Context: an optimization exercise on an open-source flow, tuned for small area, a short achievable clock period and few clock cycles per item. The choices shown serve that exercise and are no tape-out recipe. Function was checked by simulation only, so behaviour that the tests miss may differ from the original. Power and IR drop assume default switching activity.

<file path="design/flow/run.sh">
#!/bin/bash
# synth_recipe.tcl (not shown) runs the flow's synth.tcl, then flattens the netlist and writes it again
# the make line also repeats each setting of config.mk as NAME=value (left out here)
make -C /OpenROAD-flow-scripts/flow DESIGN_CONFIG=/design/flow/config.mk WORK_HOME=/design/flow/orfs CLKGATE_MAP_FILE= SYNTH_SCRIPT=/design/flow/synth_recipe.tcl finish
</file>
<file path="design/flow/design.v">
module j4d_coder (
    input  wire       clk,
    input  wire       rst,           
    input  wire       cmd_valid,
    output wire       cmd_ready,
    input  wire [2:0] cmd_op,
    input  wire [7:0] cmd_ctx,
    input  wire       cmd_bit,
    output reg        out_valid,
    output reg  [7:0] out_byte,
    input  wire       out_ready,
    input  wire       in_valid,
    output wire       in_ready,
    input  wire [7:0] in_byte,
    output reg        res_valid,
    output reg        res_bit
);
    localparam NCTX = 161;
    localparam OP_MRST  = 3'd0;
    localparam OP_MUPD  = 3'd1;
    localparam OP_EINIT = 3'd2;
    localparam OP_ENCB  = 3'd3;
    localparam OP_EFIN  = 3'd4;
    localparam OP_DINIT = 3'd5;
    localparam OP_DECB  = 3'd6;
    localparam OP_DFIN  = 3'd7;
    localparam S_IDLE   = 4'd0;
    localparam S_READ   = 4'd1;
    localparam S_MUL    = 4'd2;
    localparam S_DIV    = 4'd3;
    localparam S_DECIDE = 4'd4;
    localparam S_RENORM = 4'd5;
    localparam S_PEND   = 4'd6;
    localparam S_EFIN   = 4'd7;
    localparam S_EFLOW  = 4'd8;
    localparam S_EFPAD  = 4'd9;
    localparam S_DINIT  = 4'd10;
    reg  [3:0]  state;
    reg  [2:0]  op_r;
    reg  [7:0]  ctx_r;
    reg         bit_r;
    wire        bank_clr = rst || (cmd_valid && cmd_ready && cmd_op == OP_MRST);
    wire        bank_we;
    wire [11:0] bank_wz, bank_wt;
    wire [24*NCTX-1:0] bank_flat;
    genvar g;
    generate
        for (g = 0; g < NCTX; g = g + 1) begin : model
            reg [11:0] z;
            reg [11:0] t;
            always @(posedge clk) begin
                if (bank_clr) begin
                    z <= 12'd1;
                    t <= 12'd2;
                end else if (bank_we && ctx_r == g) begin
                    z <= bank_wz;
                    t <= bank_wt;
                end
            end
            assign bank_flat[24*g +: 24] = {z, t};
        end
    endgenerate
    wire [23:0] bank_rd = bank_flat[24*ctx_r +: 24];
    wire [11:0] rd_z = bank_rd[23:12];
    wire [11:0] rd_t = bank_rd[11:0];
    function [23:0] model_update;
        input [11:0] z;
        input [11:0] t;
        input        b;
        reg   [11:0] nz, nt, no;
        begin
            nz = b ? z : z + 12'd1;
            nt = t + 12'd1;
            if (nt == 12'd4095) begin
                no = nt - nz;
                nz = (nz >> 1) == 12'd0 ? 12'd1 : (nz >> 1);
                no = (no >> 1) == 12'd0 ? 12'd1 : (no >> 1);
                nt = nz + no;
            end
            model_update = {nz, nt};
        end
    endfunction
    reg  [11:0] z_r, t_r;        
    reg  [15:0] low, high, code;
    reg  [15:0] pend;
    reg  [7:0]  bb;              
    reg  [2:0]  bbn;
    reg  [7:0]  db;              
    reg  [3:0]  dbn;
    reg  [27:0] dividend;
    reg  [12:0] rem;
    reg  [16:0] quo;
    reg  [4:0]  cnt;
    reg         pbit;            
    reg         pend_efin;       
    wire        is_dec = (op_r == OP_DECB);
    wire [15:0] code_off = code - low;
    wire        dec_b    = ({1'b0, code_off} >= quo);
    wire        b_now    = is_dec ? dec_b : bit_r;
    assign bank_we = (state == S_READ && op_r == OP_MUPD) || (state == S_DECIDE);
    assign {bank_wz, bank_wt} = (state == S_READ) ? model_update(rd_z, rd_t, bit_r)
                                                  : model_update(z_r, t_r, b_now);
    wire        can_emit = !out_valid || out_ready;
    wire        need_byte = (dbn == 4'd0);
    wire        bit_avail = !need_byte || in_valid;
    wire        get_bit   = need_byte ? in_byte[7] : db[7];
    wire        case_a = (low[15] == high[15]);
    wire        case_b = !case_a && low[14] && !high[14];
    wire        in_getbit_state = (state == S_DINIT) ||
                                  (state == S_RENORM && is_dec && (case_a || case_b));
    assign in_ready  = in_getbit_state && need_byte;
    assign cmd_ready = (state == S_IDLE);
    wire [16:0] range   = {1'b0, high} - {1'b0, low} + 17'd1;
    wire [13:0] rem_sh  = {rem, dividend[16]};
    wire [13:0] rem_sub = rem_sh - {2'b00, t_r};
    task take_bit;
        begin
            if (need_byte) begin
                db  <= {in_byte[6:0], 1'b0};
                dbn <= 4'd7;
            end else begin
                db  <= {db[6:0], 1'b0};
                dbn <= dbn - 4'd1;
            end
        end
    endtask
    task emit_bit;
        input x;
        begin
            if (out_valid && out_ready)
                out_valid <= 1'b0;
            if (bbn == 3'd7) begin
                out_byte  <= {bb[6:0], x};
                out_valid <= 1'b1;
                bb        <= 8'd0;
            end else begin
                bb <= {bb[6:0], x};
            end
            bbn <= bbn + 3'd1;
        end
    endtask
    always @(posedge clk) begin
        res_valid <= 1'b0;
        if (rst) begin
            state     <= S_IDLE;
            out_valid <= 1'b0;
            res_bit   <= 1'b0;
            low       <= 16'h0000;
            high      <= 16'hFFFF;
            pend      <= 16'd0;
            bb        <= 8'd0;
            bbn       <= 3'd0;
            db        <= 8'd0;
            dbn       <= 4'd0;
            code      <= 16'd0;
        end else begin
            if (out_valid && out_ready)
                out_valid <= 1'b0;
            case (state)
            S_IDLE: begin
                if (cmd_valid) begin
                    op_r  <= cmd_op;
                    ctx_r <= cmd_ctx;
                    bit_r <= cmd_bit;
                    case (cmd_op)
                    OP_MRST: ;
                    OP_EINIT: begin
                        low  <= 16'h0000;
                        high <= 16'hFFFF;
                        pend <= 16'd0;
                        bb   <= 8'd0;
                        bbn  <= 3'd0;
                    end
                    OP_EFIN: state <= S_EFIN;
                    OP_DINIT: begin
                        low   <= 16'h0000;
                        high  <= 16'hFFFF;
                        code  <= 16'd0;
                        db    <= 8'd0;
                        dbn   <= 4'd0;
                        cnt   <= 5'd16;
                        state <= S_DINIT;
                    end
                    OP_DFIN: begin
                        low  <= 16'h0000;
                        high <= 16'hFFFF;
                        code <= 16'd0;
                        db   <= 8'd0;
                        dbn  <= 4'd0;
                    end
                    default: state <= S_READ;    
                    endcase
                end
            end
            S_READ: begin
                z_r <= rd_z;
                t_r <= rd_t;
                if (op_r == OP_MUPD) begin
                    state <= S_IDLE;
                end else begin
                    state <= S_MUL;
                end
            end
            S_MUL: begin
                dividend <= range * {5'd0, z_r};
                state    <= S_DIV;
                cnt      <= 5'd17;
                rem      <= 13'd0;
            end
            S_DIV: begin
                if (cnt == 5'd17) begin
                    rem      <= {2'b00, dividend[27:17]};
                    dividend <= dividend;
                    cnt      <= cnt - 5'd1;
                    quo      <= 17'd0;
                end else begin
                    if (rem_sh >= {2'b00, t_r}) begin
                        rem <= rem_sub[12:0];
                        quo <= {quo[15:0], 1'b1};
                    end else begin
                        rem <= rem_sh[12:0];
                        quo <= {quo[15:0], 1'b0};
                    end
                    dividend <= {dividend[26:0], 1'b0};
                    if (cnt == 5'd0)
                        state <= S_DECIDE;
                    else
                        cnt <= cnt - 5'd1;
                end
            end
            S_DECIDE: begin
                if (b_now)
                    low  <= low + quo[15:0];
                else
                    high <= low + quo[15:0] - 16'd1;
                res_bit <= b_now;
                state   <= S_RENORM;
            end
            S_RENORM: begin
                if (case_a || case_b) begin
                    if (is_dec) begin
                        if (bit_avail) begin
                            take_bit;
                            low  <= {low[14:0], 1'b0} ^ {case_b, 15'd0};
                            high <= {high[14:0], 1'b1} ^ {case_b, 15'd0};
                            code <= {code[14:0], get_bit} ^ {case_b, 15'd0};
                        end
                    end else if (case_a) begin
                        if (can_emit) begin
                            emit_bit(low[15]);
                            low  <= {low[14:0], 1'b0};
                            high <= {high[14:0], 1'b1};
                            if (pend != 16'd0) begin
                                pbit      <= ~low[15];
                                pend_efin <= 1'b0;
                                state     <= S_PEND;
                            end
                        end
                    end else begin
                        pend <= pend + 16'd1;
                        low  <= {low[14:0], 1'b0} ^ 16'h8000;
                        high <= {high[14:0], 1'b1} ^ 16'h8000;
                    end
                end else begin
                    res_valid <= is_dec;
                    state     <= S_IDLE;
                end
            end
            S_PEND: begin
                if (can_emit) begin
                    emit_bit(pbit);
                    pend <= pend - 16'd1;
                    if (pend == 16'd1) begin
                        if (pend_efin) begin
                            cnt   <= 5'd14;
                            state <= S_EFLOW;
                        end else begin
                            state <= S_RENORM;
                        end
                    end
                end
            end
            S_EFIN: begin
                if (can_emit) begin
                    emit_bit(low[15]);
                    pbit      <= ~low[15];
                    pend_efin <= 1'b1;
                    cnt       <= 5'd14;
                    state     <= (pend != 16'd0) ? S_PEND : S_EFLOW;
                end
            end
            S_EFLOW: begin
                if (can_emit) begin
                    emit_bit(low[cnt[3:0]]);
                    if (cnt == 5'd0)
                        state <= S_EFPAD;
                    else
                        cnt <= cnt - 5'd1;
                end
            end
            S_EFPAD: begin
                if (bbn == 3'd0) begin
                    low   <= 16'h0000;
                    high  <= 16'hFFFF;
                    pend  <= 16'd0;
                    state <= S_IDLE;
                end else if (can_emit) begin
                    emit_bit(1'b0);
                end
            end
            S_DINIT: begin
                if (bit_avail) begin
                    take_bit;
                    code <= {code[14:0], get_bit};
                    if (cnt == 5'd1)
                        state <= S_IDLE;
                    cnt <= cnt - 5'd1;
                end
            end
            default: state <= S_IDLE;
            endcase
        end
    end
endmodule
</file>
<file path="design/flow/constraint.sdc">
create_clock -name core_clock -period 12.0 [get_ports {clk}]
set_input_delay 2.4000 -clock core_clock [delete_from_list [all_inputs] [get_ports {clk}]]
set_output_delay 2.4000 -clock core_clock [all_outputs]
set_load 0.01 [all_outputs]
</file>
<file path="design/flow/config.mk">
export PLATFORM = sky130hd
export DESIGN_NAME = j4d_coder
export DESIGN_NICKNAME = j4d_coder
export VERILOG_FILES = /design/flow/design.v
export SDC_FILE = /design/flow/constraint.sdc
export NUM_CORES = 4
export LEC_CHECK = 0
export CAP_MARGIN = 20
export CORE_MARGIN = 2
export CORE_UTILIZATION = 30
export PLACE_DENSITY = 0.5
export SLEW_MARGIN = 20
</file>
==> impl_summary.txt <==
----------------------------------------------------
[Floorplanning]
  Core area ... 615100 um2
  Number of placement rows ... 288
  Height of the die ... 789.9 um
  I/O pins ... 38
  Chip width ... 789.9 um
  Die footprint ... 623900 um2
  Effective utilization at floorplan ... 30.12%

[Synth]
  Gate count of the mapped netlist ... 18810
  Main flop type after synthesis ... sky130_fd_sc_hd__dfxtp_1
  Number of enable flip-flop cells after synthesis ... 109
  Seq/Total Area, Yosys ... 44.51%
  Synth Net Count ... 19210
  Post-synthesis average cell area ... 9.850 um2
  Ys Warns ... 1
  Distinct cells, synth ... 104
  Mapped Area ... 185300 um2
  Post-synth ARST share ... 0%
  Seq cells post-synth ... 4065

[STA]
  Final Max Tran Viols ... 0
  Finish-stage setup viols ... 0
  Portion of the clock cycle consumed by the worst path in the final layout ... 94.62%
  Tmin final ... 11.35 ns
  Setup TNS ... 0 ns
  Fmax ... 88.07 MHz
  Number of hold-slack violations in the final timing report ... 0
  Measured slew at the worst slew-check pin ... 1.374 ns
  Layout Skew ... 0.1064 ns
  Tightest slew margin relative to the limit ... 8.390%

[Critical path]
  Type of the setup path with the least slack ... reg2reg
  Origin of the critical flop-to-flop path ... ctx_r[6]$_DFFE_PP_
  Crit path capture type ... flip-flop
  Most numerous cell on the critical path ... sky130_fd_sc_hd__a21oi_1
  Source of the critical timing path ... ctx_r[6]$_DFFE_PP_
  Delay of the slowest cell on the worst path ... 1.13 ns
  Sort of element at the start of the critical path ... flip-flop
  Critical path fanouts, max ... 33
  Slowest cell on crit path ... sky130_fd_sc_hd__a211oi_1
  Required arrival time at the worst endpoint ... 12.97 ns
  Endpoint arrival time on the critical path ... 12.32 ns

[Global routing]
  Wire length of the first global-routing pass ... 1087000 um
  GR Overflow Total ... 0
  Total routing resource utilization after global routing ... 23.29%
  Maximum number of pins on one net before global-route repair ... 222
  Number of global-route vias before repair ... 145500
  Number of antenna violations at the first check in global routing ... 45

[Power]
  Largest voltage drop on the vdd net ... 2.363 mV
  Leakage ... 67.59 nW
  Cell-internal power ... 37.84 mW
  Sw Pwr ... 27.99 mW
  Overall power consumption ... 65.83 mW
  Portion of total power attributed to the clock network ... 21.4%
  PwrDens ... 314.4 nW/um2
  Switching share of power ... 42.52%
  Combinational Power Share ... 55.6%
  Sequential power share ... 23.0%

[Drt]
  Remaining routing DRC violations ... 0
  Via density per instance ... 5.863
  1st-iter DRT viols ... 17340
  DRT Wirelength ... 757100 um
  Post-DRT Antenna Nets ... 0
  Total via count after detailed routing ... 153900
  Pre-antenna DRT Iters ... 8
  Routed WL per cell ... 28.84 um

[Clocking]
  Clock transition at the registers of the reported paths ... 0.06 ns
  H-tree depth reported by CTS ... 5
  Root Driver ... sky130_fd_sc_hd__clkbuf_16
  CTS Sinks ... 4065
  Clock tree from TritonCTS ... done
  Count of hold buffers inserted by post-cts repair ... 0
  Inserted Clock Buffers ... 434
  Post-CTS Repair Setup Buffers ... 0
  Worst-skew pair later-pin latency ... 1.11 ns
  Cts repair resizes ... 0
  Maximum number of buffers from clock root to sink ... 4

[Place]
  Number of I/O port buffers ... 37
  Detailed Place HPWL ... 481500 um
  GPL Wtd Cong ... 0.9667

[Hold path]
  Tightest Hold Check Type ... reg2reg
  Critical hold path startpoint ... bb[6]$_SDFFE_PP0P_

[Layout]
  Count of fill cells added during filler insertion ... 61970
  Layout cells sized above 1 ... 14.85%
  Post-layout net count ... 18140
  Area added between synthesis and finish ... 13.03%
  Most common cell after layout, fill and taps aside ... sky130_fd_sc_hd__dfxtp_1
  Leading cell types in the layout, fill and taps excluded ... sky130_fd_sc_hd__dfxtp_1 (3956), sky130_fd_sc_hd__nor2_1 (1912), sky130_fd_sc_hd__nand2_1 (1748)
  Finished Core Util ... 34.05%

[Job]
  Max-cap violations ... 0

[Run status]
  Run status ... timing/DRC/antenna clean

----------------------------------------------------
==> worst max-delay path: cells and delay by family, from the launching register on <==
family,cells,cell delay [ns]
compound gates,18,4.14
xor+xnor,3,0.66
fa+ha+maj,3,1.04
buf+inv,5,1.06
simple gates,10,3.57
flops,1,0.71
==> layout make-up <==
class	count	area [um2]	share of cell area, %
Sequential cell	4065	82470	39.38
Clock buffer	636	12930	6.175
Inverter	330	1246	0.5951
Multi-Input combinational cell	12180	93090	44.45
Antenna cell	42	105.1	0.05019
Clock inverter	145	1854	0.8854
Timing Repair Buffer	741	7560	3.610
Tap cell	8120	10160	4.851
==> final timing paths <==
check | depth (start not counted) | slack [ns] | to
worst min-delay path | 0 | 0.45 | out_byte[7]$_DFFE_PP_
worst max-delay path | 39 | 0.65 | model[147].t[10]$_SDFFE_PP0P_
worst min register to register | 0 | 0.45 | out_byte[7]$_DFFE_PP_
worst max register to register | 39 | 0.65 | model[147].t[10]$_SDFFE_PP0P_
==> metal layers <==
layer | global-route usage [%] | part of all wire [%] | up-vias | routed length, um
met5 | 0 | 0.082 | - | 623
met4 | 13.75 | 7.0 | 24 | 53150
met3 | 5.107 | 8.4 | 1562 | 63590
met2 | 35.41 | 43 | 6662 | 329100
met1 | 30.35 | 41 | 76950 | 310600
li1 | - | - | 68720 | -
==> cell families (layout without fill, tap and decap cells) <==
| group | count (synthesis) | in the layout | synth area share (%) |
|---|---|---|---|
| AOI/OAI and AO/OA | 5699 | 5699 | 21.96 |
| and+or+nand+nor | 4777 | 4777 | 10.62 |
| DFF | 4065 | 4065 | 44.51 |
| buffers and inverters | 2570 | 1852 | 6.241 |
| muxes | 1179 | 1179 | 12.81 |
| adders and majority gates | 370 | 370 | 3.135 |
| xor gates and xnor gates | 150 | 150 | 0.7246 |
| other | 0 | 42 | 0 |
==> flip-flops by register name, indices dropped and copies added (netlist names), 5 cells and up <==
name and flops:
model.t 1932, pend 16, out_byte 8, model.z 1932
quo 17, z_r 12, cnt 5, t_r 12
code 16, low 16, high 16, ctx_r 8
dividend 28, db 7, bb 7, rem 13
==> power groups by stage <==
stage,Sequential [mW],Combinational [mW],Clock (mW)
final,15.2,36.6,14.1
after global routing,15.0,39.8,14.8
after CTS,15.1,37.0,14.2
after detailed placement,15.5,36.7,0
after global placement,15.4,36.7,0
after floorplan,15.6,29.2,0
==> metrics by stage <==
step	cells	hold WS [ns]	worst slack [ns]	cell area, um2
2_1_floorplan	18810	0.4091	2.530	185300
3_3_place_gp	25430	0.4252	0.4117	194400
3_5_place_dp	25430	0.4274	0.8983	194400
4_1_cts	26210	0.4450	0.7998	209200
5_1_grt	26220	0.4512	-0.02124	209300
6_report	26250	0.4453	0.6455	209400
==> synthesized netlist by cell type, types with 216 or more instances <==
cell type / instances / share of area, %
sky130_fd_sc_hd__dfxtp_1: 3956 / 43
sky130_fd_sc_hd__nor2_1: 2088 / 4.2
sky130_fd_sc_hd__nand2_1: 1773 / 3.6
sky130_fd_sc_hd__a211oi_1: 1717 / 7.0
sky130_fd_sc_hd__clkbuf_1: 1631 / 3.3
sky130_fd_sc_hd__o32ai_1: 1130 / 5.3
sky130_fd_sc_hd__mux4_2: 950 / 12
sky130_fd_sc_hd__o21ai_0: 869 / 2.3
sky130_fd_sc_hd__a31oi_1: 837 / 2.8
sky130_fd_sc_hd__nor3_1: 406 / 1.1
sky130_fd_sc_hd__a21oi_1: 372 / 1.0
sky130_fd_sc_hd__inv_1: 325 / 0.66
sky130_fd_sc_hd__buf_2: 262 / 0.71
sky130_fd_sc_hd__buf_4: 216 / 0.88
Testbench counts, summed over its fixed seeds: cycles 549,803, symbols 23,042.

## separate check: timing with driven ports
The results above use ideal ports. As a check the final layout listed here was re-extracted and re-timed, cells and wires unchanged.
Step 1 assumes that a clkbuf_16 drives the clock port and a buf_2 every other input.
Step 2, shift: input delay + t, output delay - t, t = (earliest + latest rising clock arrival at the registers) / 2. This alone moves slack from input paths to output paths.
Slacks: ideal ports / drivers / drivers and shift; pairs: ideal ports / drivers.
t (ns): 1.184
setup slack, ns: 0.645 / 0.645 / 0.645
worst data-port slew with drivers (ns): 0.04
After both steps this run still meets setup and hold. The setup slack of this run moves by 0.000 ns with the drivers and by 0.000 ns with both steps.
